From an optimization exercise on the open Yosys and OpenROAD flow, aimed at small area, a short achievable clock period and few clock cycles per item; shortcuts taken in it are not production practice. The RTL was checked by simulation tests, not by an equivalence proof against the original design.

==> flow/design.v (outline; a module is shown in full before it is edited, if it fits) <==
// module range_normalizer: 26 lines
// module luma_u: 7 lines
// module luma_rows: 20 lines
// module coef_table: 112 lines
// module trust_table: 154 lines
// module k_table: 147 lines
// module csmul_r: 601 lines
// module csmul_gr: 585 lines
// module csmul_gb: 601 lines
// module csmul_b: 617 lines
// module exact_check: 111 lines
// module yuv_to_rgb_converter: 356 lines
module yuv_to_rgb_converter (
    input  wire        clk,
    input  wire        rst,
    input  wire        cmd_valid,
    output wire        cmd_ready,
    input  wire [63:0] cmd_data,
    output wire        rsp_valid,
    input  wire        rsp_ready,
    output wire [63:0] rsp_data
);
  // ...
==> flow/run.sh <==
#!/bin/bash
# synth_recipe.tcl (not shown) runs the flow's synth.tcl, then flattens the netlist and writes it again
# the make line also repeats each setting of config.mk as NAME=value (left out here)
make -C /OpenROAD-flow-scripts/flow DESIGN_CONFIG=/design/flow/config.mk WORK_HOME=/design/flow/orfs CLKGATE_MAP_FILE= SYNTH_SCRIPT=/design/flow/synth_recipe.tcl finish
==> flow/config.mk <==
export PLATFORM = sky130hd
export DESIGN_NAME = yuv_to_rgb_converter
export DESIGN_NICKNAME = yuv_to_rgb_converter
export VERILOG_FILES = /design/flow/design.v
export SDC_FILE = /design/flow/constraint.sdc
export NUM_CORES = 4
export LEC_CHECK = 0
export CAP_MARGIN = 20
export CORE_MARGIN = 2
export CORE_UTILIZATION = 30
export PLACE_DENSITY = 0.5
export SLEW_MARGIN = 20
export SYNTH_MEMORY_MAX_BITS = 65536
==> flow/constraint.sdc <==
create_clock -name core_clock -period 14.0 [get_ports {clk}]
set_input_delay 2.8000 -clock core_clock [delete_from_list [all_inputs] [get_ports {clk}]]
set_output_delay 2.8000 -clock core_clock [all_outputs]
set_load 0.01 [all_outputs]
==> flow_summary.json, run 1 <==
{
  "status": "timing/DRC/antenna clean",
  "cts.clk_slew.worst_paths_ps": 60,
  "drv_cap": 0,
  "path_depth": 23,
  "worst_setup_path_start_kind": "flip-flop",
  "globalRouteMet3Util_pct": 3.33,
  "synth_xor_area_share_pct": 9.57,
  "routed_via_density": 5.29,
  "r2r_cells": 23,
  "cts-root-buf": "clkbuf_16",
  "cts.path.max_buffers": 4,
  "ys_seq_area_share_pct": 31.6,
  "cts-resized-gates": 0,
  "yosys.area.top_type_share_pct": 30.9,
  "die_x_um": 690,
  "ys_seq_elements": 1504,
  "hold_end": "vy3[16]$_DFFE_PN_",
  "multi_input_area_share_pct": 55.9,
  "synth_area_leaders": "edfxtp_1 (31%), fa_1 (17%), ha_1 (9.2%)",
  "async_flop_share_pct": 0,
  "synth_edf_count": 1455,
  "hold_start": "vy2[16]$_DFFE_PN_",
  "hp-class": "reg2reg",
  "cpPeakStageDelay_ps": 920,
  "min_path_cells": 0,
  "crit_fanout": 22,
  "ys_types": 103,
  "fin_crit_sh_pct": 50.7,
  "numCtsBuffers": 183,
  "ys_warn_count": 9,
  "worstPathRequired_ps": 14660
}
Testbench counts, summed over its fixed seeds: cycles 2,428, items 2,400.
==> run 2, diff against run 1 <==
--- a/flow/config.mk
+++ b/flow/config.mk
@@ -7,7 +7,7 @@
 export LEC_CHECK = 0
 export CAP_MARGIN = 20
 export CORE_MARGIN = 2
-export CORE_UTILIZATION = 30
-export PLACE_DENSITY = 0.5
+export CORE_UTILIZATION = 55
+export PLACE_DENSITY = 0.72
 export SLEW_MARGIN = 20
 export SYNTH_MEMORY_MAX_BITS = 65536
==> flow_summary.json, run 2 <==
{
  "synth_edf_count": 1455,
  "netlist_top_cells_count": "inv_1 (1,806), edfxtp_1 (1,455), a22oi_1 (1,240), fa_1 (1,182), ha_1 (1,041)",
  "netlist_area_mm2": 0.141,
  "finClkSkew_ps": 75.3,
  "worst-path-buf-inv": 1,
  "setup_viol": 0,
  "cp-end-kind": "flip-flop",
  "drv_cap": 0,
  "tns_ps": 0,
  "coreArea_mm2": 0.256,
  "yosys.area.top_type_share_pct": 30.9,
  "fin_util_pct": 59.0,
  "via_count": 108000,
  "die_h_um": 511,
  "cts_tree": "yes",
  "top_register": "t4",
  "grt_pass1_wl_um": 677000,
  "syn_avg_cell_area_um2": 10.0,
  "cts-resized-gates": 0,
  "crit_family": "compound AO/OA/AOI/OAI gates",
  "drv_slew": 0,
  "cpMostUsedCell": "a21oi_1",
  "setup.worst_path.start": "u_xc.ptv[1]$_DFFE_PP_",
  "first_global_vias": 104000,
  "cp_slowest_cell": "edfxtp_1",
  "worst-setup-path-type": "reg2reg",
  "hold_start": "h2[2]$_DFFE_PN_",
  "drive_gt1_share_pct": 4.69,
  "design_area_mm2": 0.151,
  "grt_max_degree": 184,
  "rsz0062_at_grt": "no",
  "ys_seq_elements": 1504,
  "synthesis.instances": 14100,
  "setup_ws_ps": 7390,
  "dp_hpwl_um": 338000,
  "cts.clk_slew.worst_paths_ps": 60,
  "final_cell_mix": "inv_1 (1,805), edfxtp_1 (1,455), a22oi_1 (1,240), fa_1 (1,182), ha_1 (1,027)",
  "cts.path.max_buffers": 3,
  "worstPathRequired_ps": 14630,
  "hp-class": "reg2reg",
  "multi_input_area_mm2": 0.0866,
  "grt_overflow": 0,
  "antenna_found_initial": 44,
  "cts_setup_buffers": 0,
  "max_slew.worst_pin.slew_ps": 1370,
  "period_minus_slack_ps": 6610,
  "numCtsBuffers": 169,
  "clock.fmax_ghz": 0.151,
  "top_regs": "t4: 117 flops, d0: 64 flops",
  "ys_warn_count": 9,
  "die_x_um": 511,
  "fp-row-count": 186,
  "grt_usage_pct": 34.5,
  "die_area_mm2": 0.261,
  "drt-pass1-iter-count": 14,
  "drt_iter0_markers": 14200,
  "areaGrowthSynthToFinish_pct": 7.02,
  "hold_viol": 0,
  "worst_setup_path_start_kind": "flip-flop",
  "fin_crit_sh_pct": 47.2,
  "clkSinkCount": 1504,
  "fill_cells": 21600,
  "ys_types": 103,
  "pre_cts_ws_ps": 7610,
  "crit_fanout": 20,
  "cpPeakStageDelay_ps": 810,
  "drc_errors": 0,
  "start_util_pct": 55.2,
  "async_flop_share_pct": 0,
  "synth_area_leaders": "edfxtp_1 (31%), fa_1 (17%), ha_1 (9.2%)",
  "ios": 134,
  "final_nets": 16000,
  "wl_um": 456000,
  "ys_seq_area_share_pct": 31.6,
  "cp.arrival_ps": 7240,
  "io_buffers": 124,
  "largest_register_ffs": 117,
  "regArea_mm2": 0.0447,
  "synth_area_leader_cell": "edfxtp_1",
  "clkLatencyLatePin_ps": 890,
  "cts-root-buf": "clkbuf_16",
  "place.gp.congestion": 1.01,
  "status": "timing/DRC/antenna clean",
  "ant_nets": 0,
  "htreeDepth": 4,
  "path_cells": "inv_1 -> ha_1 -> or3b_1 -> and2_1 -> a21oi_1 -> o21ai_0 -> o211ai_1 -> nand3_1 -> xnor2_1 -> fa_1 -> a21o_1 -> a21oi_1 -> o21a_1 -> o211ai_1 -> nand3_1 -> a21oi_1 -> o31ai_1 -> nand2b_1 -> a211oi_1 -> xor2_1 -> o221ai_1",
  "wl_per_cell_um": 26.5,
  "synth_most_common_cell": "inv_1",
  "r2r_start": "u_xc.ptv[1]$_DFFE_PP_",
  "placed_cell_area_mm2": 0.145,
  "slew_headroom_pct": 8.85,
  "synth_ff_type": "edfxtp_1",
  "layout_commonest_cell": "inv_1",
  "routed_via_density": 6.27,
  "cts_hold_buf": 0
}
[run 2: path summary, 6_finish.rpt]
path | endpoint | slack, ps | cells past startpoint
max | u_xc.acc[38]$_SDFFCE_PP0P_ | 7390 | 21
min | h3[2]$_DFFE_PN_ | 400 | 0
max reg2reg | u_xc.acc[38]$_SDFFCE_PP0P_ | 7390 | 21
min reg2reg | h3[2]$_DFFE_PN_ | 400 | 0
[run 2: stage by stage]
stage,std cells,hold WS (ps)
after floorplan,14100,400
final,17200,401
after global routing,17200,404
after detailed placement,16900,405
after CTS,17200,392
after global placement,16900,400
[run 2: cells by family (layout without fill, tap and decap cells)]
family	Yosys count	after routing	share of synthesized area, %
simple gates	2858	2858	9.54
mux	119	119	0.994
buf+inv	2749	2458	7.37
fa+ha+maj	2228	2228	26.0
xor+xnor	1543	1543	9.57
compound gates	3085	3085	14.9
other cells	1	41	0.00266
flops	1504	1504	31.6
[run 2: area by class of cell]
type                       count  share of cell area, %
clock inverter               110                   1.01
inverter                    1825                   4.55
timing repair buffer         326                   1.87
tap                         3384                   2.80
multi-input combinational   9843                   57.3
sequential                  1504                   29.6
clock buffer                 197                   2.87
antenna                       31                 0.0513
[run 2: per-layer routing]
metal / vias up / share of wire (%) / track usage (%)
met5: - / 0.035 / 0
met4: 22 / 6.4 / 18.8
met3: 1155 / 13 / 10.1
met2: 6540 / 41 / 49.0
met1: 52500 / 39 / 47.3
li1: 47800 / - / -
==> run 3, diff against run 2 <==
--- a/flow/config.mk
+++ b/flow/config.mk
@@ -7,7 +7,7 @@
 export LEC_CHECK = 0
 export CAP_MARGIN = 20
 export CORE_MARGIN = 2
-export CORE_UTILIZATION = 55
-export PLACE_DENSITY = 0.72
+export CORE_UTILIZATION = 65
+export PLACE_DENSITY = 0.78
 export SLEW_MARGIN = 20
 export SYNTH_MEMORY_MAX_BITS = 65536
==> flow_summary.json, run 3 <==
{
  "cts-resized-gates": 0,
  "io_buffers": 124,
  "worst_setup_path_start_kind": "flip-flop",
  "drv_slew": 0,
  "worst-path-buf-inv": 2,
  "drt-pass1-iter-count": 13,
  "dp_hpwl_um": 359000,
  "slew_headroom_pct": 15.6,
  "pre_cts_ws_ps": 7680,
  "drive_gt1_share_pct": 4.78,
  "final_cell_mix": "inv_1 (1,803), edfxtp_1 (1,455), a22oi_1 (1,240), fa_1 (1,182), ha_1 (1,033)",
  "die_x_um": 470,
  "die_h_um": 470,
  "cp-end-kind": "flip-flop",
  "largest_register_ffs": 117,
  "clkLatencyLatePin_ps": 930,
  "drv_cap": 0,
  "r2r_cells": 24,
  "ios": 134,
  "ys_seq_elements": 1504,
  "period_minus_slack_ps": 6550,
  "setup_viol": 0,
  "min_path_cells": 0,
  "grt_max_degree": 169,
  "numCtsBuffers": 168,
  "fin_util_pct": 69.4,
  "synth_ff_type": "edfxtp_1",
  "setup_ws_ps": 7450,
  "via_count": 113000,
  "async_flop_share_pct": 0,
  "syn_avg_cell_area_um2": 10.0,
  "drc_errors": 0,
  "first_global_vias": 115000,
  "cpMostUsedCell": "nand2_1",
  "wl_um": 487000,
  "drt_iter0_markers": 16700,
  "synth_most_common_cell": "inv_1",
  "netlist_top_cells_count": "inv_1 (1,806), edfxtp_1 (1,455), a22oi_1 (1,240), fa_1 (1,182), ha_1 (1,041)",
  "cts_setup_buffers": 0,
  "grt_pass1_wl_um": 721000,
  "final_nets": 16000,
  "die_area_mm2": 0.221,
  "cts_tree": "yes",
  "grt_usage_pct": 43.6,
  "crit_fanout": 22,
  "worstPathRequired_ps": 14620,
  "htreeDepth": 4,
  "cts.path.max_buffers": 3,
  "ys_warn_count": 9,
  "placed_cell_area_mm2": 0.145,
  "synth_edf_count": 1455,
  "hold_viol": 0,
  "cts_hold_buf": 0,
  "cts-root-buf": "clkbuf_16",
  "path_cells": "inv_1 -> ha_1 -> buf_4 -> or3b_1 -> and2_1 -> nand2_1 -> nand2_1 -> o221ai_1 -> o31ai_1 -> o21ai_0 -> nand2_1 -> xnor2_1 -> ha_1 -> and2_1 -> a221o_1 -> a21oi_1 -> o211ai_1 -> nand3_1 -> a21oi_1 -> o31ai_1 -> nand2b_1 -> a211oi_1 -> xor2_1 -> o221ai_1",
  "design_area_mm2": 0.150,
  "netlist_area_mm2": 0.141,
  "rsz0062_at_grt": "no",
  "place.gp.congestion": 1.04,
  "cp.arrival_ps": 7170,
  "routed_via_density": 6.78,
  "ant_nets": 0,
  "grt_overflow": 0,
  "layout_commonest_cell": "inv_1",
  "start_util_pct": 65.2,
  "synthesis.instances": 14100,
  "yosys.area.top_type_share_pct": 30.9,
  "worst-setup-path-type": "reg2reg",
  "wl_per_cell_um": 29.2,
  "cp_slowest_cell": "edfxtp_1",
  "coreArea_mm2": 0.217,
  "fp-row-count": 171,
  "antenna_found_initial": 36,
  "crit_family": "compound AO/OA/AOI/OAI gates",
  "finClkSkew_ps": 99.7,
  "top_register": "t4",
  "fin_crit_sh_pct": 46.8,
  "tns_ps": 0,
  "hp-class": "reg2reg",
  "status": "timing/DRC/antenna clean",
  "max_slew.worst_pin.slew_ps": 1270,
  "areaGrowthSynthToFinish_pct": 6.49,
  "synth_area_leader_cell": "edfxtp_1",
  "clkSinkCount": 1504,
  "top_regs": "t4: 117 flops, d0: 64 flops",
  "cts.clk_slew.worst_paths_ps": 60,
  "ys_types": 103,
  "cpPeakStageDelay_ps": 760,
  "clock.fmax_ghz": 0.153,
  "path_depth": 24,
  "synth_area_leaders": "edfxtp_1 (31%), fa_1 (17%), ha_1 (9.2%)",
  "ys_seq_area_share_pct": 31.6
}
-- run 3: cell counts after synthesis --
Identical to the previous run, type by type.
-- run 3: area by class of cell --
class,count,area (µm²)
flip-flops and latches,1504,44700
clock buffers,199,4320
repair buffers,341,2950
diodes,20,50.0
fillers,15900,66200
multi-input cells,9843,86600
well taps,2854,3570
clock inverters,107,1380
inverters,1825,6880
-- run 3: path summary, 6_finish.rpt --
kind | startpoint | end | slack (ps)
min | rg2$_DFFE_PN_ | rg3$_DFFE_PN_ | 400
max | u_xc.ptv[1]$_DFFE_PP_ | u_xc.acc[38]$_SDFFCE_PP0P_ | 7450
max reg2reg | u_xc.ptv[1]$_DFFE_PP_ | u_xc.acc[38]$_SDFFCE_PP0P_ | 7450
min reg2reg | rg2$_DFFE_PN_ | rg3$_DFFE_PN_ | 400
-- run 3: logic make-up after synthesis --
group                      share of synthesized area, %
AOI/OAI and AO/OA                                  14.9
xor gates and xnor gates                           9.57
adders and majority gates                          26.0
buffers and inverters                              7.37
DFF                                                31.6
muxes                                             0.994
other                                           0.00266
and+or+nand+nor                                    9.54
-- run 3: per-stage QoR --
stage,instances,hold WS (ps)
finish,16700,396
global route,16700,409
CTS,16700,395
detailed placement,16400,405
global placement,16400,401
floorplan,14100,400
-- run 3: per-layer routing --
layer	wire length, µm	GRT usage [%]	vias to the layer above	share of wire (%)
met5	230	0.303	-	0.047
met2	207000	64.3	8481	43
met3	68900	15.5	2115	14
met1	175000	55.2	54800	36
met4	35400	26.2	18	7.3
li1	-	-	47800	-
==> module exact_check, before the edit <==
module exact_check (
    input  wire               clk,
    input  wire               rst,
    input  wire               start,
    input  wire [2:0]         sp,
    input  wire [1:0]         ch,
    input  wire               studio,
    input  wire [1:0]         dc,        
    input  wire [1:0]         ec,        
    input  wire signed [16:0] vy,
    input  wire signed [16:0] vcr,
    input  wire signed [16:0] vcb,
    input  wire [15:0]        c,
    output reg                busy,
    output reg                done,
    output reg                ge         
);
    localparam NCOL = 45;
    reg [5:0]         col;
    reg [3:0]         t;
    reg signed [39:0] acc;
    wire [4:0] e  = (ec == 2'd0) ? 5'd8 : (ec == 2'd1) ? 5'd10 : (ec == 2'd2) ? 5'd12 : 5'd16;
    wire [4:0] d  = (dc == 2'd0) ? 5'd8 : (dc == 2'd1) ? 5'd10 : (dc == 2'd2) ? 5'd12 : 5'd16;
    reg [1:0] tv;       
    reg       tneg;
    reg [5:0] tsh;
    wire [3:0] tlast = studio ? 4'd9 : 4'd7;
    always @(*) begin
        tv = 2'd0; tneg = 1'b0; tsh = 6'd0;
        case (t)
            4'd0: begin tv = 2'd0; tsh = {1'b0, e} + 6'd1; end
            4'd1: begin tv = 2'd1; tsh = {1'b0, e} + 6'd1; end
            4'd2: begin tv = 2'd2; tsh = {1'b0, e} + 6'd1; end
            4'd3: begin tv = 2'd0; tsh = 6'd1; tneg = 1'b1; end
            4'd4: begin tv = 2'd1; tsh = 6'd1; tneg = 1'b1; end
            4'd5: begin tv = 2'd2; tsh = 6'd1; tneg = 1'b1; end
            default: begin
                tv = 2'd3;
                if (studio) begin
                    case (t)
                        4'd6:    begin tsh = 6'd24; tneg = 1'b1; end
                        4'd7:    begin tsh = 6'd22; tneg = 1'b0; end
                        4'd8:    begin tsh = 6'd15; tneg = 1'b0; end
                        default: begin tsh = 6'd13; tneg = 1'b1; end
                    endcase
                end else begin
                    if (t == 4'd6) begin tsh = 6'd16; tneg = 1'b1; end
                    else           begin tsh = 6'd16 - {1'b0, d}; tneg = 1'b0; end
                end
            end
        endcase
    end
    wire [18:0] w  = {2'b00, c, 1'b0} - 19'd1;
    wire [18:0] vv = (tv == 2'd0) ? {{2{vy[16]}}, vy} :
                     (tv == 2'd1) ? {{2{vcr[16]}}, vcr} :
                     (tv == 2'd2) ? {{2{vcb[16]}}, vcb} : w;
    wire [6:0]  idx  = {1'b0, col} - {1'b0, tsh};
    wire        inr  = !idx[6] && (idx[5:0] <= 6'd18);
    wire        b    = inr && vv[idx[4:0]];
    wire        nn   = tneg ^ (idx[5:0] == 6'd18);    
    reg               run;             
    reg               pv, plast, pfin, pb, pneg;
    reg [1:0]         ptv;
    wire signed [34:0] k;
    k_table u_k (.sp(sp), .ch(ch), .kidx(ptv), .studio(studio), .k(k));
    wire signed [39:0] kx  = pb ? {{5{k[34]}}, k} : 40'sd0;
    wire        [39:0] kxn = kx ^ {40{pneg}};
    wire signed [39:0] sum = acc + $signed(kxn) + {39'd0, pneg};
    always @(posedge clk) begin
        if (rst) begin
            busy <= 1'b0;
            done <= 1'b0;
            ge   <= 1'b0;
            run  <= 1'b0;
            pv   <= 1'b0;
        end else begin
            done <= 1'b0;
            if (start && !busy) begin
                busy <= 1'b1;
                run  <= 1'b1;
                pv   <= 1'b0;
                col  <= 6'd0;
                t    <= 4'd0;
                acc  <= 40'sd0;
            end else if (busy) begin
                pv <= run;
                if (run) begin
                    ptv   <= tv;
                    pb    <= b;
                    pneg  <= b && nn;
                    plast <= (t == tlast);
                    pfin  <= (t == tlast) && (col == NCOL - 1);
                    if (t == tlast) begin
                        t   <= 4'd0;
                        col <= col + 6'd1;
                        if (col == NCOL - 1) run <= 1'b0;
                    end else
                        t <= t + 4'd1;
                end
                if (pv) begin
                    acc <= plast ? (sum >>> 1) : sum;
                    if (pfin) begin
                        busy <= 1'b0;
                        done <= 1'b1;
                        ge   <= !sum[39];
                    end
                end
            end
        end
    end
endmodule
==> module yuv_to_rgb_converter, before the edit <==
module yuv_to_rgb_converter (
    input  wire        clk,
    input  wire        rst,
    input  wire        cmd_valid,
    output wire        cmd_ready,
    input  wire [63:0] cmd_data,
    output wire        rsp_valid,
    input  wire        rsp_ready,
    output wire [63:0] rsp_data
);
    localparam [3:0] ST_OK       = 4'd0,
                     ST_BITDEPTH = 4'd1,
                     ST_LENGTH   = 4'd2,
                     ST_RANGE    = 4'd3,
                     ST_SPACE    = 4'd4,
                     ST_ILLEGAL  = 4'd5,
                     ST_SEQUENCE = 4'd6;
    reg        batch;
    reg [13:0] p_par;
    reg [15:0] rem;
    reg        berr;
    reg        v0, v1, v2, v3, v4, v5;
    reg [63:0] d0;                      
    reg        cv1, cv2, cv3, cv4, cv5;  
    reg [7:0]  h1, h2, h3, h4, h5;      
    reg [2:0]  sp1, sp2, sp3, sp4, sp5;
    reg        rg1, rg2, rg3, rg4, rg5;
    reg [1:0]  dc1, dc2, dc3, dc4, dc5;
    reg [1:0]  ec1, ec2, ec3, ec4, ec5;
    reg signed [16:0] vy1, vcr1, vcb1;
    reg signed [17:0] xr1, xb1;
    reg signed [39:0] ar1, agb1;
    reg signed [38:0] agr1;
    reg signed [40:0] ab1;
    reg [3:0]  dco1;                    
    reg signed [16:0] vy2, vcr2, vcb2, vy3, vcr3, vcb3, vy4, vcr4, vcb4, vy5, vcr5, vcb5;
    reg [42:0] sr2, cr2, sgr2, cgr2, sgb2, cgb2, sb2, cb2;
    reg [42:0] yt2;
    reg [27:0] u1;
    reg signed [42:0] vr3, vg3, vb3;
    reg [3:0]  eo3;                     
    reg [38:0] t4 [0:2];                
    reg [2:0]  tr4;
    reg [3:0]  eo4;
    reg [15:0] q5 [0:2];
    reg [2:0]  amb5;
    reg        hv, sv;
    reg [55:0] hd, sd;
    wire adv = !v5 || (amb5 == 3'b000 && !(hv && sv));
    reg  ready_r;
    assign cmd_ready = ready_r;
    wire accept = cmd_valid && adv;
    assign rsp_valid = hv;
    assign rsp_data  = {hd[55:48], 8'd0, hd[47:0]};
    wire [1:0]  c_op    = d0[63:62];
    wire [15:0] c_a     = d0[61:46];
    wire [15:0] c_b     = d0[45:30];
    wire [15:0] c_c     = d0[29:14];
    wire [13:0] c_par   = d0[13:0];
    wire [2:0]  c_space = d0[13:11];
    wire [4:0]  c_din   = d0[9:5];
    wire [4:0]  c_dout  = d0[4:0];
    function legal_depth(input [4:0] dep);
        legal_depth = (dep == 5'd8) || (dep == 5'd10) || (dep == 5'd12) || (dep == 5'd16);
    endfunction
    function [1:0] dcode(input [4:0] dep);
        dcode = (dep == 5'd8) ? 2'd0 : (dep == 5'd10) ? 2'd1 : (dep == 5'd12) ? 2'd2 : 2'd3;
    endfunction
    function out_of_range(input [15:0] a, input [15:0] b, input [15:0] c, input [1:0] code);
        reg [15:0] m;
        begin
            m = a | b | c;
            case (code)
                2'd0:    out_of_range = |m[15:8];
                2'd1:    out_of_range = |m[15:10];
                2'd2:    out_of_range = |m[15:12];
                default: out_of_range = 1'b0;
            endcase
        end
    endfunction
    wire [1:0] p_dc = dcode(p_par[9:5]);    
    wire [1:0] c_dc = dcode(c_din);
    reg [3:0] n_st;
    reg       n_last, n_berr, n_cv;
    reg [2:0] n_sp;
    reg       n_rg;
    reg [1:0] n_dc, n_ec;
    always @(*) begin
        n_last = 1'b0;
        n_berr = 1'b0;
        n_cv   = 1'b0;
        n_sp   = c_space;
        n_rg   = d0[10];
        n_dc   = c_dc;
        n_ec   = dcode(c_dout);
        n_st   = ST_OK;
        if (batch) begin
            n_sp = p_par[13:11];
            n_rg = p_par[10];
            n_dc = p_dc;
            n_ec = dcode(p_par[4:0]);
            if (c_op != 2'b11) begin
                n_st   = ST_SEQUENCE;
                n_last = 1'b1;
                n_berr = 1'b1;
            end else begin
                if (c_par != 14'd0)
                    n_st = ST_ILLEGAL;
                else if (out_of_range(c_a, c_b, c_c, p_dc))
                    n_st = ST_RANGE;
                else
                    n_cv = 1'b1;
                if (rem == 16'd1) begin
                    n_last = 1'b1;
                    n_berr = berr || (n_st != ST_OK);
                end
            end
        end else begin
            if (c_op == 2'b00)
                n_st = ST_ILLEGAL;
            else if (c_op == 2'b11)
                n_st = ST_SEQUENCE;
            else if (!legal_depth(c_din) || !legal_depth(c_dout))
                n_st = ST_BITDEPTH;
            else if (c_space == 3'd7)
                n_st = ST_SPACE;
            else if (c_op == 2'b01) begin
                if (out_of_range(c_a, c_b, c_c, c_dc))
                    n_st = ST_RANGE;
                else
                    n_cv = 1'b1;
            end else begin
                if (c_a != c_b || c_a != c_c)
                    n_st = ST_LENGTH;
                else if (c_a == 16'd0)
                    n_last = 1'b1;
            end
        end
    end
    always @(posedge clk) begin
        if (rst) begin
            batch <= 1'b0;
            p_par <= 14'd0;
            rem   <= 16'd0;
            berr  <= 1'b0;
        end else if (adv && v0) begin
            if (batch) begin
                if (c_op != 2'b11) begin
                    batch <= 1'b0;
                    rem   <= 16'd0;
                    berr  <= 1'b0;
                end else begin
                    rem <= rem - 16'd1;
                    if (rem == 16'd1) begin
                        batch <= 1'b0;
                        berr  <= 1'b0;
                    end else if (n_st != ST_OK)
                        berr <= 1'b1;
                end
            end else if (c_op == 2'b10 && legal_depth(c_din) && legal_depth(c_dout) &&
                         c_space != 3'd7 && c_a == c_b && c_a == c_c && c_a != 16'd0) begin
                batch <= 1'b1;
                p_par <= c_par;
                rem   <= c_a;
                berr  <= 1'b0;
            end
        end
    end
    wire n_idn   = (n_sp == 3'd6);
    wire n_fulln = n_rg || n_idn;
    wire n_yc    = (n_sp == 3'd5);
    wire signed [16:0] vy, vcr, vcb;
    range_normalizer u_norm (
        .y(c_a), .cb(c_b), .cr(c_c), .fulln(n_fulln), .idn(n_idn), .dc(n_dc),
        .vy(vy), .vcr(vcr), .vcb(vcb)
    );
    wire signed [39:0] a_r;
    wire signed [38:0] a_gr;
    wire signed [39:0] a_gb;
    wire signed [40:0] a_b;
    coef_table u_coef (
        .spo(n_spo), .nio(n_nio),
        .a_r(a_r), .a_gr(a_gr), .a_gb(a_gb), .a_b(a_b)
    );
    wire [5:0] n_spo = {n_sp == 3'd6, n_sp == 3'd5, n_sp == 3'd4, n_sp == 3'd2, n_sp == 3'd1,
                        n_sp == 3'd0 || n_sp == 3'd3};
    wire [4:0] n_nio = {n_fulln && n_dc == 2'd3, n_fulln && n_dc == 2'd2, n_fulln && n_dc == 2'd1,
                        n_fulln && n_dc == 2'd0, !n_fulln};
    wire [26:0] uraw = c_a * 11'd1197;
    reg  [27:0] ush;
    always @(*) begin
        case (n_dc)
            2'd0:    ush = {uraw[19:0], 8'd0};
            2'd1:    ush = {uraw[21:0], 6'd0};
            2'd2:    ush = {uraw[23:0], 4'd0};
            default: ush = {1'b0, uraw};
        endcase
    end
    wire signed [17:0] xr = n_yc ? {vcr[16], vcr} - {vcb[16], vcb} : {vcr[16], vcr};
    wire signed [17:0] xb = n_yc ? -({vcb[16], vcb} + {vcr[16], vcr}) : {vcb[16], vcb};
    wire idn1   = (sp1 == 3'd6);
    wire fulln1 = rg1 || idn1;
    wire [42:0] yr0, yr1, yr2, yr3;
    luma_rows u_ly (.us(u1), .vy(vy1), .fulln(fulln1), .dco(dco1),
                    .r0(yr0), .r1(yr1), .r2(yr2), .r3(yr3));
    wire [42:0] yt = yr0 + yr1 + yr2 + yr3;
    wire [42:0] ps_r, pc_r, ps_gr, pc_gr, ps_gb, pc_gb, ps_b, pc_b;
    csmul_r  u_mr  (.x(xr1),  .a(ar1),  .s_hi(ps_r),  .c_hi(pc_r));
    csmul_gr u_mgr (.x(vcr1), .a(agr1), .s_hi(ps_gr), .c_hi(pc_gr));
    csmul_gb u_mgb (.x(vcb1), .a(agb1), .s_hi(ps_gb), .c_hi(pc_gb));
    csmul_b  u_mb  (.x(xb1),  .a(ab1),  .s_hi(ps_b),  .c_hi(pc_b));
    localparam [42:0] KK_R  = 43'h6aaab000000;    
    localparam [42:0] KK_GR = 43'h75555800000;
    localparam [42:0] KK_GB = 43'h6aaab000000;
    localparam [42:0] KK_B  = 43'h55556000000;
    localparam [42:0] BIAS  = 43'd12;
    wire idn2   = (sp2 == 3'd6);
    wire [42:0] ytz = idn2 ? 43'd0 : yt2;
    wire [42:0] nvr = sr2 + cr2 + ytz + (KK_R + BIAS);
    wire [42:0] nvg = sgr2 + cgr2 + sgb2 + cgb2 + 
                    + yt2 + (KK_GR + KK_GB + BIAS);
    wire [42:0] nvb = sb2 + cb2 + ytz + (KK_B + BIAS);
    wire [2:0] trust;
    trust_table u_trust (.sp(sp3), .rg(rg3), .dc(dc3), .ec(ec3), .tr(trust));
    function [58:0] mo_times(input [42:0] v, input [3:0] eo);
        reg [58:0] vx, vs;
        begin
            vx = {{16{v[42]}}, v};
            vs = ({59{eo[0]}} & (vx << 8)) | ({59{eo[1]}} & (vx << 10)) |
                 ({59{eo[2]}} & (vx << 12)) | ({59{eo[3]}} & (vx << 16));
            mo_times = vs - vx + (59'd1 << 37);
        end
    endfunction
    wire [58:0] tt_r = mo_times(vr3, eo3);
    wire [58:0] tt_g = mo_times(vg3, eo3);
    wire [58:0] tt_b = mo_times(vb3, eo3);
    wire [15:0] mo4 = {{4{eo4[3]}}, {2{eo4[3] | eo4[2]}}, {2{eo4[3] | eo4[2] | eo4[1]}}, 8'hff};
    reg [15:0] nq [0:2];
    reg [2:0]  namb;
    reg [20:0] cc;
    integer ch;
    always @(*) begin
        for (ch = 0; ch < 3; ch = ch + 1) begin
            cc = t4[ch][38:18];
            if (cc[20])
                nq[ch] = 16'd0;
            else if (cc[19:16] != 4'd0 || (cc[15:0] & ~mo4) != 16'd0)
                nq[ch] = mo4;
            else
                nq[ch] = cc[15:0];
            namb[ch] = cv4 && !tr4[ch] && (t4[ch][17:0] == 18'd0) && !cc[20] &&
                       (cc != 21'd0) && (cc[19:16] == 4'd0) && ((cc[15:0] & ~mo4) == 16'd0);
        end
    end
    wire       xc_busy, xc_done, xc_ge;
    wire [1:0] xc_ch = amb5[0] ? 2'd0 : amb5[1] ? 2'd1 : 2'd2;
    exact_check u_xc (
        .clk(clk), .rst(rst), .start(v5 && amb5 != 3'b000 && !xc_busy && !xc_done),
        .sp(sp5), .ch(xc_ch), .studio(!(rg5 || sp5 == 3'd6)), .dc(dc5), .ec(ec5),
        .vy(vy5), .vcr(vcr5), .vcb(vcb5), .c(q5[xc_ch]),
        .busy(xc_busy), .done(xc_done), .ge(xc_ge)
    );
    wire [55:0] w5 = {h5, cv5 ? {q5[0], q5[1], q5[2]} : 48'd0};
    wire push = adv && v5;
    wire pop  = hv && rsp_ready;
    reg       v5_n, hv_n, sv_n;
    reg [2:0] amb5_n;
    always @(*) begin
        v5_n   = adv ? v4 : v5;
        amb5_n = amb5;
        if (adv)
            amb5_n = namb;
        else if (xc_done)
            amb5_n[xc_ch] = 1'b0;
        hv_n = hv;
        sv_n = sv;
        if (pop) begin
            if (sv) sv_n = push;
            else    hv_n = push;
        end else if (push) begin
            if (hv) sv_n = 1'b1;
            else    hv_n = 1'b1;
        end
    end
    always @(posedge clk) begin
        if (rst) begin
            v0 <= 1'b0; v1 <= 1'b0; v2 <= 1'b0; v3 <= 1'b0; v4 <= 1'b0; v5 <= 1'b0;
            amb5 <= 3'b000;
            hv <= 1'b0; sv <= 1'b0;
            ready_r <= 1'b1;
        end else begin
            ready_r <= !v5_n || (amb5_n == 3'b000 && !(hv_n && sv_n));
            if (adv) begin
                v0 <= accept;
                v1 <= v0;
                v2 <= v1;
                v3 <= v2;
                v4 <= v3;
                v5 <= v4;
                amb5 <= namb;
            end else if (xc_done) begin
                amb5[xc_ch] <= 1'b0;
            end
            if (pop) begin
                if (sv) begin
                    sv <= push;
                end else begin
                    hv <= push;
                end
            end else if (push) begin
                if (hv) sv <= 1'b1;
                else    hv <= 1'b1;
            end
        end
    end
    always @(posedge clk) begin
        if (adv) begin
            d0  <= cmd_data;
            cv1 <= n_cv;  h1 <= {n_st, c_op, n_last, n_berr};
            sp1 <= n_sp;  rg1 <= n_rg;  dc1 <= n_dc;  ec1 <= n_ec;
            vy1 <= vy;    vcr1 <= vcr;  vcb1 <= vcb;
            xr1 <= xr;    xb1 <= xb;    u1 <= ush;
            ar1 <= a_r;   agr1 <= a_gr; agb1 <= a_gb; ab1 <= a_b;
            dco1 <= {n_dc == 2'd3, n_dc == 2'd2, n_dc == 2'd1, n_dc == 2'd0};
            cv2 <= cv1;   h2 <= h1;
            sp2 <= sp1;   rg2 <= rg1;   dc2 <= dc1;   ec2 <= ec1;
            vy2 <= vy1;   vcr2 <= vcr1; vcb2 <= vcb1;
            sr2 <= ps_r;  cr2 <= pc_r;  sgr2 <= ps_gr; cgr2 <= pc_gr;
            sgb2 <= ps_gb; cgb2 <= pc_gb; sb2 <= ps_b; cb2 <= pc_b;
            yt2 <= yt;
            cv3 <= cv2;   h3 <= h2;
            sp3 <= sp2;   rg3 <= rg2;   dc3 <= dc2;   ec3 <= ec2;
            vy3 <= vy2;   vcr3 <= vcr2; vcb3 <= vcb2;
            vr3 <= nvr;   vg3 <= nvg;   vb3 <= nvb;
            eo3 <= {ec2 == 2'd3, ec2 == 2'd2, ec2 == 2'd1, ec2 == 2'd0};
            cv4 <= cv3;   h4 <= h3;
            sp4 <= sp3;   rg4 <= rg3;   dc4 <= dc3;   ec4 <= ec3;
            vy4 <= vy3;   vcr4 <= vcr3; vcb4 <= vcb3;
            t4[0] <= tt_r[58:20]; t4[1] <= tt_g[58:20]; t4[2] <= tt_b[58:20];
            tr4 <= trust; eo4 <= eo3;
            cv5 <= cv4;   h5 <= h4;
            sp5 <= sp4;   rg5 <= rg4;   dc5 <= dc4;   ec5 <= ec4;
            vy5 <= vy4;   vcr5 <= vcr4; vcb5 <= vcb4;
            q5[0] <= nq[0]; q5[1] <= nq[1]; q5[2] <= nq[2];
        end else if (xc_done && !xc_ge) begin
            q5[xc_ch] <= q5[xc_ch] - 16'd1;
        end
        if (pop) begin
            hd <= sv ? sd : w5;
            if (sv) sd <= w5;
        end else if (push) begin
            if (hv) sd <= w5;
            else    hd <= w5;
        end
    end
endmodule
==> run 4, diff against run 3 <==
--- a/flow/design.v
+++ b/flow/design.v
@@ -2920,6 +2920,8 @@
             end
         endcase
     end
+    wire signed [34:0] k;
+    k_table u_k (.sp(sp), .ch(ch), .kidx(tv), .studio(studio), .k(k));
     wire [18:0] w  = {2'b00, c, 1'b0} - 19'd1;
     wire [18:0] vv = (tv == 2'd0) ? {{2{vy[16]}}, vy} :
                      (tv == 2'd1) ? {{2{vcr[16]}}, vcr} :
@@ -2928,14 +2930,11 @@
     wire        inr  = !idx[6] && (idx[5:0] <= 6'd18);
     wire        b    = inr && vv[idx[4:0]];
     wire        nn   = tneg ^ (idx[5:0] == 6'd18);    
+    wire signed [39:0] kx = {{5{k[34]}}, k};
     reg               run;             
-    reg               pv, plast, pfin, pb, pneg;
-    reg [1:0]         ptv;
-    wire signed [34:0] k;
-    k_table u_k (.sp(sp), .ch(ch), .kidx(ptv), .studio(studio), .k(k));
-    wire signed [39:0] kx  = pb ? {{5{k[34]}}, k} : 40'sd0;
-    wire        [39:0] kxn = kx ^ {40{pneg}};
-    wire signed [39:0] sum = acc + $signed(kxn) + {39'd0, pneg};
+    reg               pv, plast, pfin, pneg;
+    reg signed [39:0] pk;
+    wire signed [39:0] sum = acc + (pk ^ {40{pneg}}) + {39'd0, pneg};
     always @(posedge clk) begin
         if (rst) begin
             busy <= 1'b0;
@@ -2955,8 +2954,7 @@
             end else if (busy) begin
                 pv <= run;
                 if (run) begin
-                    ptv   <= tv;
-                    pb    <= b;
+                    pk    <= b ? kx : 40'sd0;
                     pneg  <= b && nn;
                     plast <= (t == tlast);
                     pfin  <= (t == tlast) && (col == NCOL - 1);
@@ -3014,6 +3012,7 @@
     reg signed [38:0] agr1;
     reg signed [40:0] ab1;
     reg [3:0]  dco1;                    
+    reg        idn1, fulln1, idn2;      
     reg signed [16:0] vy2, vcr2, vcb2, vy3, vcr3, vcb3, vy4, vcr4, vcb4, vy5, vcr5, vcb5;
     reg [42:0] sr2, cr2, sgr2, cgr2, sgb2, cgb2, sb2, cb2;
     reg [42:0] yt2;
@@ -3179,8 +3178,6 @@
     end
     wire signed [17:0] xr = n_yc ? {vcr[16], vcr} - {vcb[16], vcb} : {vcr[16], vcr};
     wire signed [17:0] xb = n_yc ? -({vcb[16], vcb} + {vcr[16], vcr}) : {vcb[16], vcb};
-    wire idn1   = (sp1 == 3'd6);
-    wire fulln1 = rg1 || idn1;
     wire [42:0] yr0, yr1, yr2, yr3;
     luma_rows u_ly (.us(u1), .vy(vy1), .fulln(fulln1), .dco(dco1),
                     .r0(yr0), .r1(yr1), .r2(yr2), .r3(yr3));
@@ -3195,7 +3192,6 @@
     localparam [42:0] KK_GB = 43'h6aaab000000;
     localparam [42:0] KK_B  = 43'h55556000000;
     localparam [42:0] BIAS  = 43'd12;
-    wire idn2   = (sp2 == 3'd6);
     wire [42:0] ytz = idn2 ? 43'd0 : yt2;
     wire [42:0] nvr = sr2 + cr2 + ytz + (KK_R + BIAS);
     wire [42:0] nvg = sgr2 + cgr2 + sgb2 + cgb2 + 
@@ -3303,8 +3299,10 @@
             xr1 <= xr;    xb1 <= xb;    u1 <= ush;
             ar1 <= a_r;   agr1 <= a_gr; agb1 <= a_gb; ab1 <= a_b;
             dco1 <= {n_dc == 2'd3, n_dc == 2'd2, n_dc == 2'd1, n_dc == 2'd0};
+            idn1 <= n_idn; fulln1 <= n_fulln;
             cv2 <= cv1;   h2 <= h1;
             sp2 <= sp1;   rg2 <= rg1;   dc2 <= dc1;   ec2 <= ec1;
+            idn2 <= idn1;
             vy2 <= vy1;   vcr2 <= vcr1; vcb2 <= vcb1;
             sr2 <= ps_r;  cr2 <= pc_r;  sgr2 <= ps_gr; cgr2 <= pc_gr;
             sgb2 <= ps_gb; cgb2 <= pc_gb; sb2 <= ps_b; cb2 <= pc_b;
--- a/flow/config.mk
+++ b/flow/config.mk
@@ -7,7 +7,7 @@
 export LEC_CHECK = 0
 export CAP_MARGIN = 20
 export CORE_MARGIN = 2
-export CORE_UTILIZATION = 65
-export PLACE_DENSITY = 0.78
+export CORE_UTILIZATION = 55
+export PLACE_DENSITY = 0.72
 export SLEW_MARGIN = 20
 export SYNTH_MEMORY_MAX_BITS = 65536
==> flow_summary.json, run 4 <==
{
  "worstPathRequired_ps": 14610,
  "coreArea_mm2": 0.257,
  "regArea_mm2": 0.0456,
  "multi_input_area_mm2": 0.0865,
  "ys_types": 117,
  "synth_area_leaders": "edfxtp_1 (31%), fa_1 (17%), ha_1 (9.2%)",
  "ys_seq_area_share_pct": 32.1,
  "hp-class": "reg2reg",
  "drt-pass1-iter-count": 10,
  "period_minus_slack_ps": 6320,
  "yosys.area.top_type_share_pct": 31.4,
  "tns_ps": 0,
  "numCtsBuffers": 174,
  "slew_headroom_pct": 10.6,
  "netlist_top_cells_count": "inv_1 (1,784), edfxtp_1 (1,487), a22oi_1 (1,243), fa_1 (1,182), ha_1 (1,039)",
  "final_cell_mix": "inv_1 (1,784), edfxtp_1 (1,487), a22oi_1 (1,243), fa_1 (1,182), ha_1 (1,027)",
  "fin_util_pct": 59.2,
  "first_global_vias": 106000,
  "grt_pass1_wl_um": 684000,
  "synth_most_common_cell": "inv_1",
  "cp-end-kind": "flip-flop",
  "largest_register_ffs": 117,
  "drive_gt1_share_pct": 4.78,
  "synth_edf_count": 1487,
  "cts-resized-gates": 0,
  "final_nets": 16000,
  "setup_ws_ps": 7680,
  "grt_usage_pct": 34.6,
  "path_cells": "nand3_1 -> nor2_1 -> or2_2 -> inv_1 -> nand2_1 -> inv_1 -> a22oi_1 -> ha_1 -> ha_1 -> inv_1 -> o21ai_0 -> a21o_1 -> a21oi_1 -> o21ai_0 -> o41ai_1 -> o2111ai_1 -> a21oi_1 -> xor2_1 -> o21ai_0",
  "top_register": "t4",
  "grt_overflow": 0,
  "start_util_pct": 55.3,
  "synth_ff_type": "edfxtp_1",
  "htreeDepth": 4,
  "cts_setup_buffers": 0,
  "areaGrowthSynthToFinish_pct": 7.05,
  "via_count": 109000,
  "syn_avg_cell_area_um2": 10.1,
  "antenna_found_initial": 43,
  "pre_cts_ws_ps": 7820,
  "fill_cells": 21600,
  "cts_hold_buf": 0,
  "ys_warn_count": 9,
  "cp.arrival_ps": 6930,
  "fp-row-count": 186,
  "clkLatencyLatePin_ps": 880,
  "worst_setup_path_start_kind": "flip-flop",
  "top_regs": "t4: 117 flops, d0: 64 flops",
  "finClkSkew_ps": 58.2,
  "synthesis.instances": 14100,
  "layout_commonest_cell": "inv_1",
  "status": "timing/DRC/antenna clean",
  "ant_nets": 0,
  "cts.path.max_buffers": 3,
  "max_slew.worst_pin.slew_ps": 1330,
  "worst-setup-path-type": "reg2reg",
  "ios": 134,
  "die_area_mm2": 0.262,
  "wl_um": 460000,
  "crit_fanout": 34,
  "rsz0062_at_grt": "no",
  "fin_crit_sh_pct": 45.2,
  "async_flop_share_pct": 0,
  "cts.clk_slew.worst_paths_ps": 60,
  "netlist_area_mm2": 0.142,
  "die_h_um": 512,
  "routed_via_density": 6.30,
  "clock.fmax_ghz": 0.158,
  "clkSinkCount": 1536,
  "wl_per_cell_um": 26.6,
  "cts_tree": "yes",
  "drv_slew": 0,
  "cpPeakStageDelay_ps": 710,
  "hold_viol": 0,
  "grt_max_degree": 162,
  "setup_viol": 0,
  "io_buffers": 124,
  "dp_hpwl_um": 344000,
  "drc_errors": 0,
  "cts-root-buf": "clkbuf_16",
  "die_x_um": 512,
  "drv_cap": 0,
  "ys_seq_elements": 1536,
  "place.gp.congestion": 1.07,
  "drt_iter0_markers": 14400,
  "cp_slowest_cell": "dfxtp_1",
  "synth_area_leader_cell": "edfxtp_1"
}
-- run 4: cell types whose count changed after synthesis, moves of 22 or more --
| cell | before | now |
|---|---|---|
| and2_1 | 151 | 83 |
| inv_1 | 1806 | 1784 |
| edfxtp_1 | 1455 | 1487 |
| xnor2_1 | 860 | 806 |
| xor2_1 | 683 | 723 |
| nor2_1 | 622 | 704 |
| nor2b_1 | 139 | 210 |
| a21o_1 | 207 | 159 |
-- run 4: kinds of logic after synthesis --
logic type / share of synthesized area [%]
buf+inv: 7.29
xor+xnor: 9.44
mux: 0.994
simple gates: 9.69
other cells: 0.00264
fa+ha+maj: 25.8
compound gates: 14.6
flops: 32.1
-- run 4: worst paths after layout --
path	from	endpoint	slack, ps	depth (start not counted)
setup / recovery	batch$_SDFFE_PP0P_	xb1[16]$_DFFE_PN_	7680	19
hold / removal	vcr3[12]$_DFFE_PN_	vcr4[12]$_DFFE_PN_	400	0
setup reg to reg	batch$_SDFFE_PP0P_	xb1[16]$_DFFE_PN_	7680	19
hold reg to reg	vcr3[12]$_DFFE_PN_	vcr4[12]$_DFFE_PN_	400	0
-- run 4: area by class of cell --
cell class	instances	share of cell area, %
clock inverters	117	0.959
multi-input cells	9868	56.9
diodes	18	0.0296
well taps	3384	2.78
clock buffers	209	2.97
inverters	1806	4.47
repair buffers	327	1.92
flip-flops and latches	1536	30.0
-- run 4: critical path: cells and delay by family (launching register included) --
family                     cells  cell delay [ps]
adders and majority gates      2              650
DFF                            1              710
buffers and inverters          3              710
AOI/OAI and AO/OA              9             2220
xor gates and xnor gates       1              140
and+or+nand+nor                4             1590
-- run 4: per-layer routing --
metal  wire (µm)  GRT usage, %
met5         265             0
met4       29500          18.7
met2      197000          51.5
met3       58200          11.7
met1      174000          44.6
-- run 4: stage by stage --
| stage | cell area [µm²] | cells | hold slack (ps) |
|---|---|---|---|
| 5_1_grt | 152000 | 17200 | 404 |
| 3_5_place_dp | 146000 | 16900 | 405 |
| 3_3_place_gp | 146000 | 16900 | 400 |
| 4_1_cts | 152000 | 17200 | 381 |
| 2_1_floorplan | 142000 | 14100 | 400 |
| 6_report | 152000 | 17300 | 396 |
Testbench counts of run 4, summed over its fixed seeds: cycles 2,428, items 2,400.
==> module luma_rows, before the edit <==
module luma_rows (
    input  wire [27:0]        us,
    input  wire signed [16:0] vy,        
    input  wire               fulln,
    input  wire [3:0]         dco,       
    output wire [42:0]        r0,
    output wire [42:0]        r1,
    output wire [42:0]        r2,
    output wire [42:0]        r3
);
    localparam [42:0] C = 43'd4902912;
    wire [37:0] yf = ({38{dco[0]}} & {vy[15:8], vy[15:8], vy[15:8], vy[15:8], vy[15:10]})
                   | ({38{dco[1]}} & {vy[15:6], vy[15:6], vy[15:6], vy[15:8]})
                   | ({38{dco[2]}} & {vy[15:4], vy[15:4], vy[15:4], vy[15:14]})
                   | ({38{dco[3]}} & {vy[15:0], vy[15:0], vy[15:10]});
    assign r0 = fulln ? {5'd0, yf} : {3'd0, us, 12'd0};
    assign r1 = fulln ? 43'd0 : {21'd0, us[27:6]};
    assign r2 = fulln ? 43'd0 : {39'd0, us[27:24]};
    assign r3 = fulln ? 43'd0 : -((C << 12) + (C >> 6) + 43'd1);
endmodule
==> run 5, diff against run 4 <==
--- a/flow/design.v
+++ b/flow/design.v
@@ -32,24 +32,29 @@
     assign u = (v <<< 10) + (v <<< 7) + (v <<< 5) + (v <<< 3) + (v <<< 2) + v;
 endmodule
 module luma_rows (
-    input  wire [27:0]        us,
+    input  wire [26:0]        ua,
+    input  wire [19:0]        ub,
     input  wire signed [16:0] vy,        
     input  wire               fulln,
     input  wire [3:0]         dco,       
     output wire [42:0]        r0,
     output wire [42:0]        r1,
     output wire [42:0]        r2,
-    output wire [42:0]        r3
+    output wire [42:0]        r3,
+    output wire [42:0]        r4,
+    output wire [42:0]        r5
 );
     localparam [42:0] C = 43'd4902912;
     wire [37:0] yf = ({38{dco[0]}} & {vy[15:8], vy[15:8], vy[15:8], vy[15:8], vy[15:10]})
                    | ({38{dco[1]}} & {vy[15:6], vy[15:6], vy[15:6], vy[15:8]})
                    | ({38{dco[2]}} & {vy[15:4], vy[15:4], vy[15:4], vy[15:14]})
                    | ({38{dco[3]}} & {vy[15:0], vy[15:0], vy[15:10]});
-    assign r0 = fulln ? {5'd0, yf} : {3'd0, us, 12'd0};
-    assign r1 = fulln ? 43'd0 : {21'd0, us[27:6]};
-    assign r2 = fulln ? 43'd0 : {39'd0, us[27:24]};
-    assign r3 = fulln ? 43'd0 : -((C << 12) + (C >> 6) + 43'd1);
+    assign r0 = fulln ? {5'd0, yf} : {4'd0, ua, 12'd0};
+    assign r1 = fulln ? 43'd0 : {11'd0, ub, 12'd0};
+    assign r2 = fulln ? 43'd0 : {22'd0, ua[26:6]};
+    assign r3 = fulln ? 43'd0 : {29'd0, ub[19:6]};
+    assign r4 = fulln ? 43'd0 : {40'd0, ua[26:24]};
+    assign r5 = fulln ? 43'd0 : -((C << 12) + (C >> 6) + 43'd1);
 endmodule
 module coef_table (
     input  wire [5:0] spo,     
@@ -3016,7 +3021,8 @@
     reg signed [16:0] vy2, vcr2, vcb2, vy3, vcr3, vcb3, vy4, vcr4, vcb4, vy5, vcr5, vcb5;
     reg [42:0] sr2, cr2, sgr2, cgr2, sgb2, cgb2, sb2, cb2;
     reg [42:0] yt2;
-    reg [27:0] u1;
+    reg [26:0] ua1;
+    reg [19:0] ub1;
     reg signed [42:0] vr3, vg3, vb3;
     reg [3:0]  eo3;                     
     reg [38:0] t4 [0:2];                
@@ -3166,22 +3172,24 @@
                         n_sp == 3'd0 || n_sp == 3'd3};
     wire [4:0] n_nio = {n_fulln && n_dc == 2'd3, n_fulln && n_dc == 2'd2, n_fulln && n_dc == 2'd1,
                         n_fulln && n_dc == 2'd0, !n_fulln};
-    wire [26:0] uraw = c_a * 11'd1197;
-    reg  [27:0] ush;
+    wire [26:0] uraw_a = c_a * 11'd1184;
+    wire [19:0] uraw_b = c_a * 4'd13;
+    reg  [26:0] usa;
+    reg  [19:0] usb;
     always @(*) begin
         case (n_dc)
-            2'd0:    ush = {uraw[19:0], 8'd0};
-            2'd1:    ush = {uraw[21:0], 6'd0};
-            2'd2:    ush = {uraw[23:0], 4'd0};
-            default: ush = {1'b0, uraw};
+            2'd0:    begin usa = {uraw_a[18:0], 8'd0}; usb = {uraw_b[11:0], 8'd0}; end
+            2'd1:    begin usa = {uraw_a[20:0], 6'd0}; usb = {uraw_b[13:0], 6'd0}; end
+            2'd2:    begin usa = {uraw_a[22:0], 4'd0}; usb = {uraw_b[15:0], 4'd0}; end
+            default: begin usa = uraw_a;               usb = uraw_b; end
         endcase
     end
     wire signed [17:0] xr = n_yc ? {vcr[16], vcr} - {vcb[16], vcb} : {vcr[16], vcr};
     wire signed [17:0] xb = n_yc ? -({vcb[16], vcb} + {vcr[16], vcr}) : {vcb[16], vcb};
-    wire [42:0] yr0, yr1, yr2, yr3;
-    luma_rows u_ly (.us(u1), .vy(vy1), .fulln(fulln1), .dco(dco1),
-                    .r0(yr0), .r1(yr1), .r2(yr2), .r3(yr3));
-    wire [42:0] yt = yr0 + yr1 + yr2 + yr3;
+    wire [42:0] yr0, yr1, yr2, yr3, yr4, yr5;
+    luma_rows u_ly (.ua(ua1), .ub(ub1), .vy(vy1), .fulln(fulln1), .dco(dco1),
+                    .r0(yr0), .r1(yr1), .r2(yr2), .r3(yr3), .r4(yr4), .r5(yr5));
+    wire [42:0] yt = yr0 + yr1 + yr2 + yr3 + yr4 + yr5;
     wire [42:0] ps_r, pc_r, ps_gr, pc_gr, ps_gb, pc_gb, ps_b, pc_b;
     csmul_r  u_mr  (.x(xr1),  .a(ar1),  .s_hi(ps_r),  .c_hi(pc_r));
     csmul_gr u_mgr (.x(vcr1), .a(agr1), .s_hi(ps_gr), .c_hi(pc_gr));
@@ -3191,7 +3199,7 @@
     localparam [42:0] KK_GR = 43'h75555800000;
     localparam [42:0] KK_GB = 43'h6aaab000000;
     localparam [42:0] KK_B  = 43'h55556000000;
-    localparam [42:0] BIAS  = 43'd12;
+    localparam [42:0] BIAS  = 43'd14;
     wire [42:0] ytz = idn2 ? 43'd0 : yt2;
     wire [42:0] nvr = sr2 + cr2 + ytz + (KK_R + BIAS);
     wire [42:0] nvg = sgr2 + cgr2 + sgb2 + cgb2 + 
@@ -3296,7 +3304,7 @@
             cv1 <= n_cv;  h1 <= {n_st, c_op, n_last, n_berr};
             sp1 <= n_sp;  rg1 <= n_rg;  dc1 <= n_dc;  ec1 <= n_ec;
             vy1 <= vy;    vcr1 <= vcr;  vcb1 <= vcb;
-            xr1 <= xr;    xb1 <= xb;    u1 <= ush;
+            xr1 <= xr;    xb1 <= xb;    ua1 <= usa;   ub1 <= usb;
             ar1 <= a_r;   agr1 <= a_gr; agb1 <= a_gb; ab1 <= a_b;
             dco1 <= {n_dc == 2'd3, n_dc == 2'd2, n_dc == 2'd1, n_dc == 2'd0};
             idn1 <= n_idn; fulln1 <= n_fulln;
==> flow_summary.json, run 5 <==
{
  "rsz0062_at_grt": "no",
  "final_nets": 16200,
  "routed_via_density": 6.30,
  "antenna_found_initial": 40,
  "worst-path-buf-inv": 6,
  "ios": 134,
  "synth_xor_area_share_pct": 9.40,
  "hold_viol": 0,
  "place.gp.congestion": 1.01,
  "setup_viol": 0,
  "status": "timing/DRC/antenna clean",
  "hold_start": "vcb4[15]$_DFFE_PN_",
  "wl_um": 471000,
  "placed_cell_area_mm2": 0.147,
  "coreArea_mm2": 0.259,
  "synthMuxAreaShare_pct": 0.900,
  "netlist_area_mm2": 0.143,
  "r2r-end": "yt2[42]$_DFFE_PN_",
  "largest_register_ffs": 117,
  "grt_usage_pct": 35.4,
  "period_minus_slack_ps": 7410,
  "htreeDepth": 4,
  "top_register": "t4",
  "synth_area_leader_cell": "edfxtp_1",
  "worstPathRequired_ps": 14680,
  "grt_pass1_wl_um": 697000,
  "synth_ff_type": "edfxtp_1",
  "drc_errors": 0,
  "ys_warn_count": 9,
  "max_slew.worst_pin.slew_ps": 1300,
  "yosys.area.top_type_share_pct": 31.5,
  "final_cell_mix": "inv_1 (1,862), edfxtp_1 (1,498), a22oi_1 (1,234), fa_1 (1,179), ha_1 (1,041)",
  "numCtsBuffers": 184,
  "crit_family": "compound AO/OA/AOI/OAI gates",
  "clock.fmax_ghz": 0.135,
  "dp_hpwl_um": 348000,
  "worst_setup_path_start_kind": "flip-flop",
  "tns_ps": 0,
  "pre_cts_ws_ps": 6660,
  "cts-root-buf": "clkbuf_16",
  "die_area_mm2": 0.264,
  "synth_simple_gate_area_share_pct": 9.65,
  "cts-resized-gates": 0,
  "design_area_mm2": 0.153,
  "ys_seq_area_share_pct": 32.2,
  "setup_ws_ps": 6590,
  "areaGrowthSynthToFinish_pct": 7.10,
  "drive_gt1_share_pct": 4.86,
  "ff2ff_setup_slack_ps": 6590,
  "cpPeakStageDelay_ps": 930,
  "synth_area_leaders": "edfxtp_1 (31%), fa_1 (17%), ha_1 (9.3%)",
  "synth_edf_count": 1498,
  "finClkSkew_ps": 120,
  "min_path_cells": 0,
  "hold_end": "vcb5[15]$_DFFE_PN_",
  "drt_iter0_markers": 14200,
  "netlist_top_cells_count": "inv_1 (1,863), edfxtp_1 (1,498), a22oi_1 (1,234), fa_1 (1,179), ha_1 (1,059)",
  "path_cells": "buf_4 -> inv_1 -> buf_4 -> nand2_1 -> inv_1 -> fa_1 -> fa_1 -> inv_1 -> fa_1 -> inv_1 -> ha_1 -> a21o_1 -> a21oi_1 -> o21a_1 -> o21ai_0 -> a2111oi_0 -> nor3_1 -> a2111oi_0 -> o31ai_1 -> a21oi_1 -> o21bai_1 -> mux2_2",
  "r2r_cells": 22,
  "cts_tree": "yes",
  "fill_cells": 21800,
  "slew_headroom_pct": 13.2,
  "cp.arrival_ps": 8090,
  "die_h_um": 514,
  "via_count": 110000,
  "worst-setup-path-type": "reg2reg",
  "synth_most_common_cell": "inv_1",
  "ys_types": 98,
  "wl_per_cell_um": 27.1,
  "die_x_um": 514,
  "cts.clk_slew.worst_paths_ps": 60,
  "synth_top_family_by_area": "adder cells",
  "drv_slew": 0,
  "synth_compound_area_share_pct": 14.5,
  "cp-end-kind": "flip-flop",
  "r2r_start": "fulln1$_DFFE_PN_",
  "first_global_vias": 106000,
  "grt_overflow": 0,
  "start_util_pct": 55.1,
  "synthesis.instances": 14300,
  "layout_commonest_cell": "inv_1",
  "cts_setup_buffers": 0,
  "cts.path.max_buffers": 4,
  "synth_fa_ha_area_share_pct": 25.8,
  "async_flop_share_pct": 0,
  "top_regs": "t4: 117 flops, d0: 64 flops",
  "path_depth": 22,
  "io_buffers": 124,
  "cp_slowest_cell": "a2111oi_0",
  "ys_seq_elements": 1547,
  "clkLatencyLatePin_ps": 930,
  "grt_max_degree": 241,
  "fin_crit_sh_pct": 52.9,
  "crit_fanout": 48,
  "ant_nets": 0,
  "clkSinkCount": 1547,
  "fp-row-count": 187,
  "drv_cap": 0,
  "hp-class": "reg2reg",
  "syn_avg_cell_area_um2": 10.0,
  "cpMostUsedCell": "inv_1",
  "cts_hold_buf": 0,
  "drt-pass1-iter-count": 8
}
run 5: cell count changes after synthesis, moves of 15 or more:
cell / before / now
mux2i_1: 77 / 92
nor2b_1: 210 / 191
xor2_1: 723 / 690
inv_1: 1784 / 1863
xnor2_1: 806 / 841
nor2_1: 704 / 681
o21ai_0: 479 / 500
ha_1: 1039 / 1059
nor3_1: 142 / 163
a211oi_1: 56 / 72
run 5: cells by family after synthesis:
group | count (synthesis)
other | 1
flip-flops | 1547
adder cells (fa/ha/maj) | 2243
multiplexers | 118
AND/OR/NAND/NOR | 2927
buffers and inverters | 2824
XOR/XNOR | 1532
AO/OA/AOI/OAI | 3069
run 5: through the flow:
step / hold WS [ps] / cells / utilization, %
6_report: 394 / 17400 / 59.1
5_1_grt: 396 / 17400 / 59.0
4_1_cts: 379 / 17400 / 59.0
3_5_place_dp: 405 / 17100 / 56.7
3_3_place_gp: 400 / 17100 / 56.7
2_1_floorplan: 400 / 14300 / -
run 5: worst max-delay path by stage:
| stage | start | end | slack (ps) |
|---|---|---|---|
| 3_5_place_dp | fulln1$_DFFE_PN_ | yt2[42]$_DFFE_PN_ | 6660 |
| 2_1_floorplan | amb5[1]$_SDFF_PP0_ | q5[1][0]$_DFFE_PP_ | 3300 |
| 3_3_place_gp | fulln1$_DFFE_PN_ | yt2[42]$_DFFE_PN_ | 6610 |
| 4_1_cts | fulln1$_DFFE_PN_ | yt2[42]$_DFFE_PN_ | 6690 |
| 6_report | fulln1$_DFFE_PN_ | yt2[42]$_DFFE_PN_ | 6590 |
| 5_1_grt | fulln1$_DFFE_PN_ | yt2[42]$_DFFE_PN_ | 6210 |
run 5: final cells by class:
type	instances	area, µm²	area share (%)
sequential	1547	46000	30.1
antenna	15	37.5	0.0245
tap	3402	4260	2.78
multi-input combinational	9898	86700	56.7
timing repair buffer	343	3000	1.96
inverter	1884	7100	4.64
clock buffer	219	4790	3.13
clock inverter	109	1150	0.751
run 5: per-layer routing:
metal / GRT usage (%) / part of all wire [%] / routed length (µm) / vias to the layer above
met5: 0.237 / 0.068 / 322 / -
met4: 18.2 / 6.4 / 30100 / 34
met3: 12.0 / 13 / 63000 / 1323
met2: 49.9 / 41 / 192000 / 6940
met1: 48.2 / 39 / 186000 / 53100
li1: - / - / - / 48300
Testbench counts of run 5, summed over its fixed seeds: cycles 2,428, items 2,400.

==> port drivers added, routing unchanged <==
In the flow no input, the clock included, has a driving cell. The finished layouts below were timed again as built, in two steps. Step 1: set_driving_cell puts a clkbuf_16 on clk and a buf_2 on each other input, an assumption about the parent block. Step 2, shift: input delay + t, output delay - t, t = (earliest + latest rising clock arrival at the registers) / 2. This alone moves slack from input paths to output paths. a / b / c = no drivers / after step 1 / after step 2; a / b = the first two.
run | t (ns) | setup slack, ns | worst setup path after step 2 | worst register clock-pin slew, ns
run 1 | 1.001 | 6.902 / 6.902 / 6.902 | register to register | 0.07 / 0.07
run 2 | 0.967 | 7.392 / 7.392 / 7.392 | register to register | 0.08 / 0.08
run 3 | 0.975 | 7.450 / 7.450 / 7.450 | register to register | 0.08 / 0.08
run 4 | 0.971 | 7.679 / 7.679 / 7.679 | register to register | 0.07 / 0.07
run 5 | 0.970 | 6.591 / 6.591 / 6.591 | register to register | 0.07 / 0.07
After both steps setup and hold are still met in every run listed.
